Context: an optimization exercise on an open-source flow, tuned for small area, a short achievable clock period and few clock cycles. The choices shown serve that exercise and are no tape-out recipe.
Function was checked by simulation only, so behaviour that the tests miss may differ from the original.
Power figures rest on the tool's default switching activity, not on a simulated workload.

===== run.sh =====
#!/bin/bash
# synth_recipe.tcl (not shown) runs the flow's synth.tcl, then flattens the netlist and writes it again
# the make line also repeats each setting of config.mk as NAME=value (left out here)
make -C /OpenROAD-flow-scripts/flow DESIGN_CONFIG=/design/flow/config.mk WORK_HOME=/design/flow/orfs CLKGATE_MAP_FILE= SYNTH_SCRIPT=/design/flow/synth_recipe.tcl finish

===== config.mk =====
export PLATFORM = sky130hd
export DESIGN_NAME = snake_field_unit
export DESIGN_NICKNAME = snake_field_unit
export VERILOG_FILES = /design/flow/design.v
export SDC_FILE = /design/flow/constraint.sdc
export NUM_CORES = 4
export LEC_CHECK = 0
export CAP_MARGIN = 20
export CELL_PAD_IN_SITES_DETAIL_PLACEMENT = 1
export CELL_PAD_IN_SITES_GLOBAL_PLACEMENT = 2
export CORE_MARGIN = 2
export CORE_UTILIZATION = 35
export SLEW_MARGIN = 20

===== constraint.sdc =====
create_clock -name core_clock -period 5.0 [get_ports {clk}]
set_input_delay 1.0000 -clock core_clock [delete_from_list [all_inputs] [get_ports {clk}]]
set_output_delay 1.0000 -clock core_clock [all_outputs]
set_load 0.01 [all_outputs]

===== design.v =====
module snake_field_unit (
    input  wire         clk,
    input  wire         rst,
    input  wire         in_valid,
    output wire         in_ready,
    input  wire [3:0]   op,
    input  wire [232:0] a,
    input  wire [232:0] b,
    input  wire [7:0]   imm,
    output reg          out_valid,
    output reg  [232:0] out_data,
    output reg          out_err,
    output reg          out_z
);
    localparam M = 233;
    localparam [3:0] OP_ZERO   = 4'h1;
    localparam [3:0] OP_COPY   = 4'h2;
    localparam [3:0] OP_ISZERO = 4'h3;
    localparam [3:0] OP_ADD    = 4'h4;
    localparam [3:0] OP_MULX   = 4'h5;
    localparam [3:0] OP_MUL    = 4'h6;
    localparam [3:0] OP_SQR    = 4'h7;
    localparam [3:0] OP_ITPOW  = 4'h8;
    localparam [3:0] OP_INV    = 4'h9;
    localparam [1:0] S_IDLE = 2'd0;
    localparam [1:0] S_SQ   = 2'd1;
    localparam [1:0] S_MUL  = 2'd2;
    reg [1:0]   state;
    reg         inv_mode;     
    reg         inv_zero;     
    reg [3:0]   step;         
    reg [7:0]   cnt;          
    reg [M-1:0] a0;           
    reg [M-1:0] beta;         
    reg [M-1:0] sq;           
    reg [M-1:0] acc;          
    assign in_ready = (state == S_IDLE);
    wire accept = in_valid && in_ready;
    reg step_by_a0;
    always @* begin
        case (step)
            4'd1, 4'd3, 4'd6: step_by_a0 = 1'b1;
            default:          step_by_a0 = 1'b0;
        endcase
    end
    reg [7:0] next_nsq;
    always @* begin
        case (step)
            4'd0:    next_nsq = 8'd1;
            4'd1:    next_nsq = 8'd3;
            4'd2:    next_nsq = 8'd1;
            4'd3:    next_nsq = 8'd7;
            4'd4:    next_nsq = 8'd14;
            4'd5:    next_nsq = 8'd1;
            4'd6:    next_nsq = 8'd29;
            4'd7:    next_nsq = 8'd58;
            4'd8:    next_nsq = 8'd116;
            default: next_nsq = 8'd1;
        endcase
    end
    reg [2*M-2:0] sq_wide;
    reg [M-1:0]   sq_next;
    integer i;
    always @* begin
        sq_wide = {(2*M-1){1'b0}};
        for (i = 0; i < M; i = i + 1)
            sq_wide[2*i] = sq[i];
        for (i = 2*M-2; i >= M; i = i - 1) begin
            sq_wide[i-M]      = sq_wide[i-M] ^ sq_wide[i];
            sq_wide[i-M+74]   = sq_wide[i-M+74] ^ sq_wide[i];
        end
        sq_next = sq_wide[M-1:0];
    end
    reg [M-1:0] acc_x;
    always @* begin
        acc_x = {acc[M-2:0], 1'b0};
        if (acc[M-1]) begin
            acc_x[0]  = acc_x[0] ^ 1'b1;
            acc_x[74] = acc_x[74] ^ 1'b1;
        end
    end
    reg [M-1:0] a_x;
    always @* begin
        a_x = {a[M-2:0], 1'b0};
        if (a[M-1]) begin
            a_x[0]  = a_x[0] ^ 1'b1;
            a_x[74] = a_x[74] ^ 1'b1;
        end
    end
    wire [M-1:0] mul_a    = (inv_mode && !step_by_a0) ? beta : a0;
    wire [M-1:0] acc_next = acc_x ^ (sq[M-1] ? mul_a : {M{1'b0}});
    always @(posedge clk) begin
        if (rst) begin
            state     <= S_IDLE;
            inv_mode  <= 1'b0;
            inv_zero  <= 1'b0;
            step      <= 4'd0;
            cnt       <= 8'd0;
            a0        <= {M{1'b0}};
            beta      <= {M{1'b0}};
            sq        <= {M{1'b0}};
            acc       <= {M{1'b0}};
            out_valid <= 1'b0;
            out_data  <= {M{1'b0}};
            out_err   <= 1'b0;
            out_z     <= 1'b0;
        end else begin
            out_valid <= 1'b0;
            case (state)
                S_IDLE: begin
                    if (accept) begin
                        out_err  <= 1'b0;
                        out_z    <= 1'b0;
                        out_data <= {M{1'b0}};
                        inv_mode <= 1'b0;
                        case (op)
                            OP_ZERO: begin
                                out_valid <= 1'b1;
                            end
                            OP_COPY: begin
                                out_data  <= a;
                                out_valid <= 1'b1;
                            end
                            OP_ISZERO: begin
                                out_z     <= (a == {M{1'b0}});
                                out_valid <= 1'b1;
                            end
                            OP_ADD: begin
                                out_data  <= a ^ b;
                                out_valid <= 1'b1;
                            end
                            OP_MULX: begin
                                out_data  <= a_x;
                                out_valid <= 1'b1;
                            end
                            OP_MUL: begin
                                a0    <= a;
                                sq    <= b;
                                acc   <= {M{1'b0}};
                                cnt   <= 8'd232;
                                state <= S_MUL;
                            end
                            OP_SQR: begin
                                sq    <= a;
                                cnt   <= 8'd1;
                                state <= S_SQ;
                            end
                            OP_ITPOW: begin
                                if (imm == 8'd0) begin
                                    out_data  <= a;
                                    out_valid <= 1'b1;
                                end else begin
                                    sq    <= a;
                                    cnt   <= imm;
                                    state <= S_SQ;
                                end
                            end
                            OP_INV: begin
                                inv_mode <= 1'b1;
                                inv_zero <= (a == {M{1'b0}});
                                a0       <= a;
                                beta     <= a;
                                sq       <= a;
                                step     <= 4'd0;
                                cnt      <= 8'd1;
                                state    <= S_SQ;
                            end
                            default: begin
                                out_err   <= 1'b1;
                                out_valid <= 1'b1;
                            end
                        endcase
                    end
                end
                S_SQ: begin
                    sq  <= sq_next;
                    cnt <= cnt - 8'd1;
                    if (cnt == 8'd1) begin
                        if (inv_mode && step != 4'd10) begin
                            acc   <= {M{1'b0}};
                            cnt   <= 8'd232;
                            state <= S_MUL;
                        end else begin
                            if (inv_mode && inv_zero)
                                out_err  <= 1'b1;
                            else
                                out_data <= sq_next;
                            out_valid <= 1'b1;
                            state     <= S_IDLE;
                        end
                    end
                end
                S_MUL: begin
                    acc <= acc_next;
                    sq  <= {sq[M-2:0], 1'b0};
                    cnt <= cnt - 8'd1;
                    if (cnt == 8'd0) begin
                        if (inv_mode) begin
                            beta  <= acc_next;
                            sq    <= acc_next;
                            step  <= step + 4'd1;
                            cnt   <= next_nsq;
                            state <= S_SQ;
                        end else begin
                            out_data  <= acc_next;
                            out_valid <= 1'b1;
                            state     <= S_IDLE;
                        end
                    end
                end
                default: state <= S_IDLE;
            endcase
        end
    end
endmodule

==> results_dict.tcl <==
set metrics [dict create \
    critical_path.cell_chain "clkdlybuf4s50_1 > and4bb_2 > nand2_4 > a21o_4 > buf_4 > nand2_1 > a21oi_1 > inv_1 > ha_1 > nor3b_1 > or4_1 > o311a_1" \
    start_util_pct 35.2 \
    grt-ovfl-total 0 \
    ir_drop_uv 371 \
    htree_levels 4 \
    std_cell_rows 172 \
    dr.pass1.iters 6 \
    grt_antenna_before_repair 54 \
    dp_hpwl_mm 332 \
    report.final.slew_viol_count 0 \
    grt.busiest_layer "met2" \
    fp.dieArea_mm2 0.225 \
    holdPathStages 2 \
    post_cts_resized 0 \
    clk_latency_ns 0.84 \
    layout_common_cells "nand2_1, dfxtp_1, o21ai_0, a21oi_1, clkdlybuf4s50_1" \
    multi_input_area_mm2 0.0489 \
    drt_iter0_drc 10318 \
    end_kind "flop" \
    yosys_register_bits 1191 \
    ant_nets 0 \
    grt_start_max_net_pins 172 \
    pre_cts_slack_ns 0.476 \
    io_pins 718 \
    setup_ws_ns 1.24 \
    die_y_um 474 \
    vias 92732 \
    synth_mux_area_share_pct 4.80 \
    p_leak_nw 30.5 \
    outcome "finished clean" \
    synthesis.area_mm2 0.0775 \
    use_met3_pct 11.5 \
    numCtsBuffers 159 \
    r2r_start "state[0]$_SDFFE_PP0P_" \
    postCtsHoldBufs 0 \
    cap_violations 0 \
    power_density_mw_per_mm2 343 \
    critPathLaunch "op[3]" \
    cts_root_buf "clkbuf_16" \
    crit_type "input pin to flop" \
    synth_area_leaders "dfxtp_1, nand2_1, o21ai_0, a21oi_1, clkbuf_1" \
    synth_top_family_by_area "compound AO/OA/AOI/OAI gates" \
    synth_cell_types 75 \
    regArea_mm2 0.0239 \
    grt_pass1_wl_mm 696 \
    worst_r2r_endpoint "sq[65]$_SDFFE_PP0P_" \
    min_path_type "flop to flop" \
    skew_ns 0.0246 \
    clock_sinks 1191 \
    nFillCells 26577 \
    min-delay-start "acc[113]$_SDFFE_PP0P_" \
    coreArea_mm2 0.220 \
    finalHoldWorstSlack_ns 0.453 \
    yosysTopAreaCellShare_pct 30.8 \
    grtUsageTotal_pct 42.5 \
    rsz0062_at_grt "false" \
    fmax_ghz 0.266 \
    gr-usage-met2_pct 60.4 \
    seq_area_frac_synth_pct 30.8 \
    clk_pin_slew_ns 0.06 \
    grt_pass1_vias 88766 \
    wl_per_cell_um 36.4 \
    final_common_cell "nand2_1" \
    crit_path_end "next_nsq[2]$_DFF_P_" \
    slowest_delay_ns 0.66 \
    yosysWarnings 1 \
    drt_drc_violations_left 0 \
    startpoint_type "input pin" \
    avgViaCountPerCell 6.76 \
    fin_nets 11093 \
    synth_fa_ha_area_share_pct 0.226 \
    power.total_mw 31.8 \
    clockBufferDepth 3 \
    grt_use_met1_pct 55.6 \
    synth_compound_area_share_pct 32.5 \
    ff2ff_setup_slack_ns 1.26 \
    synth_simple_gate_area_share_pct 22.3 \
    yosysTopAreaCell "dfxtp_1" \
    wl_mm 500 \
    synth_xor_area_share_pct 2.76 \
    crit_required_ns 5.72 \
    tritoncts "done" \
    ys_async_sr_fraction_pct 0 \
    synth_edf_count 0 \
    min_period_ns 3.76 \
    ff2ff_path_depth 7 \
    worst_slew_pin_slew_ns 1.36 \
    relSlewSlack_pct 9.02 \
    setup_tns_ns 0 \
    period_share_pct 75.1 \
    drive_gt1_share_pct 7.42 \
    io_buffers 717 \
    cp_max_fo 34 \
    postSynthCellCount 10583 \
    syn_area_per_cell_um2 7.32 \
    syn_to_final_growth_pct 19.8 \
    synth_nets 11078 \
    setup_viol 0 \
    slowest_stage "clkdlybuf4s50_1" \
    finalHoldViolCount 0 \
    post_cts_buffers 0 \
    cp.arrival_ns 4.48 \
    die_width_um 474 \
    gp_congestion 0.957 \
    synth_flop_cell "dfxtp_1" \
]
[flip-flops by register name (all words and copies together), names as in the netlist]
signal and count:
a0 233, acc 233, beta 233, cnt 8
inv_mode 1, inv_zero 1, next_nsq 7, out_data 233
out_err 1, out_valid 1, out_z 1, sq 233
state 2, step 4
[worst min-delay path by stage]
stage,endpoint,slack (ns)
after floorplan,acc[100]$_SDFFE_PP0P_,0.43
after global placement,acc[79]$_SDFFE_PP0P_,0.43
after detailed placement,acc[35]$_SDFFE_PP0P_,0.44
after CTS,acc[35]$_SDFFE_PP0P_,0.46
after global routing,acc[97]$_SDFFE_PP0P_,0.47
final,acc[113]$_SDFFE_PP0P_,0.45
[power breakdown]
part	leakage [nW]	total (mW)	internal, mW	switching [mW]
Combinational	18.2	8.27	2.50	5.76
Sequential	9.67	11.6	10.1	1.41
Clock	2.62	12.0	6.91	5.04
Total	30.5	31.8	19.6	12.2
[per-stage QoR]
stage / cells / cell area (µm²) / util [%]
detailed placement: 13395 / 87400 / 39.8
floorplan: 10583 / 77500 / -
finish: 13715 / 92800 / 42.2
global placement: 13394 / 87400 / 39.7
CTS: 13689 / 92700 / 42.1
global route: 13698 / 92700 / 42.2
[area by class of cell]
type	count	share of cell area [%]
diodes	26	0.0701
repair buffers	984	11.2
inverters	172	0.727
well taps	2958	3.99
clock inverters	40	0.330
flip-flops and latches	1191	25.7
clock buffers	254	5.34
multi-input cells	8090	52.7
[Yosys cell counts, types with 79 or more instances]
cell,number
nor4b_1,82
mux2i_1,126
nand3b_1,234
clkbuf_1,965
a31oi_1,504
nand2_1,1581
xor2_1,238
a211oi_1,80
a41o_1,177
nor4_1,172
o22a_1,96
nand3_1,154
inv_1,169
dfxtp_1,1191
o41ai_1,122
and3_1,147
nor3_1,120
nor2b_1,81
nand4_1,116
nand2b_1,235
mux2_2,215
o21ai_0,1007
a311o_1,79
buf_2,100
a2111oi_0,81
a311oi_1,260
a21oi_1,867
nor2_1,680
o21ai_1,186
a211o_1,154
[cells by family (layout without fill, tap and decap cells)]
family	after synthesis	count (layout)
flops	1191	1191
simple gates	3634	3634
fa+ha+maj	14	14
other cells	0	26
mux	343	343
compound gates	3855	3855
buf+inv	1302	1450
xor+xnor	244	244
[worst max-delay path: cells and delay by family]
family          cells  cell delay, ns
simple gates        5            1.34
buf+inv             3            1.26
compound gates      3            0.60
fa+ha+maj           1            0.25
[per-layer routing]
metal	vias up	part of all wire, %	wire [µm]
met2	5129	41	203000
met1	47173	41	206000
met5	-	0.059	294
met3	1118	10	51700
met4	44	7.7	38600
li1	39268	-	-
Testbench counts, summed over its fixed seeds: cycles 298,548.

-- afterwards: timing with drivers on the ports --
No port has a modelled driver above. Below, the same layout with a new extraction and two added sets of constraints.
Step 1: set_driving_cell puts a clkbuf_16 on clk and a buf_2 on each other input, an assumption about the parent block.
Step 2 adds t to the input delays and takes it off the output delays; t is the mean of the earliest and latest rising clock arrival at the registers after step 1. Input paths then give back, and output paths get back, about the clock's delay inside the block.
a / b / c = no drivers / after step 1 / after step 2; a / b = the first two.
t (ns): 0.924
setup slack, ns: 1.243 / 1.258 / 0.385
worst hold slack (ns): 0.453 / 0.453 / 0.453
clock arrival spread, ns: 0.026 / 0.027
slew at the worst register clock pin (ns): 0.06 / 0.06
After both steps setup and hold are still met in this run. The setup slack of this run moves by +0.015 ns with the drivers and by -0.858 ns with both steps.
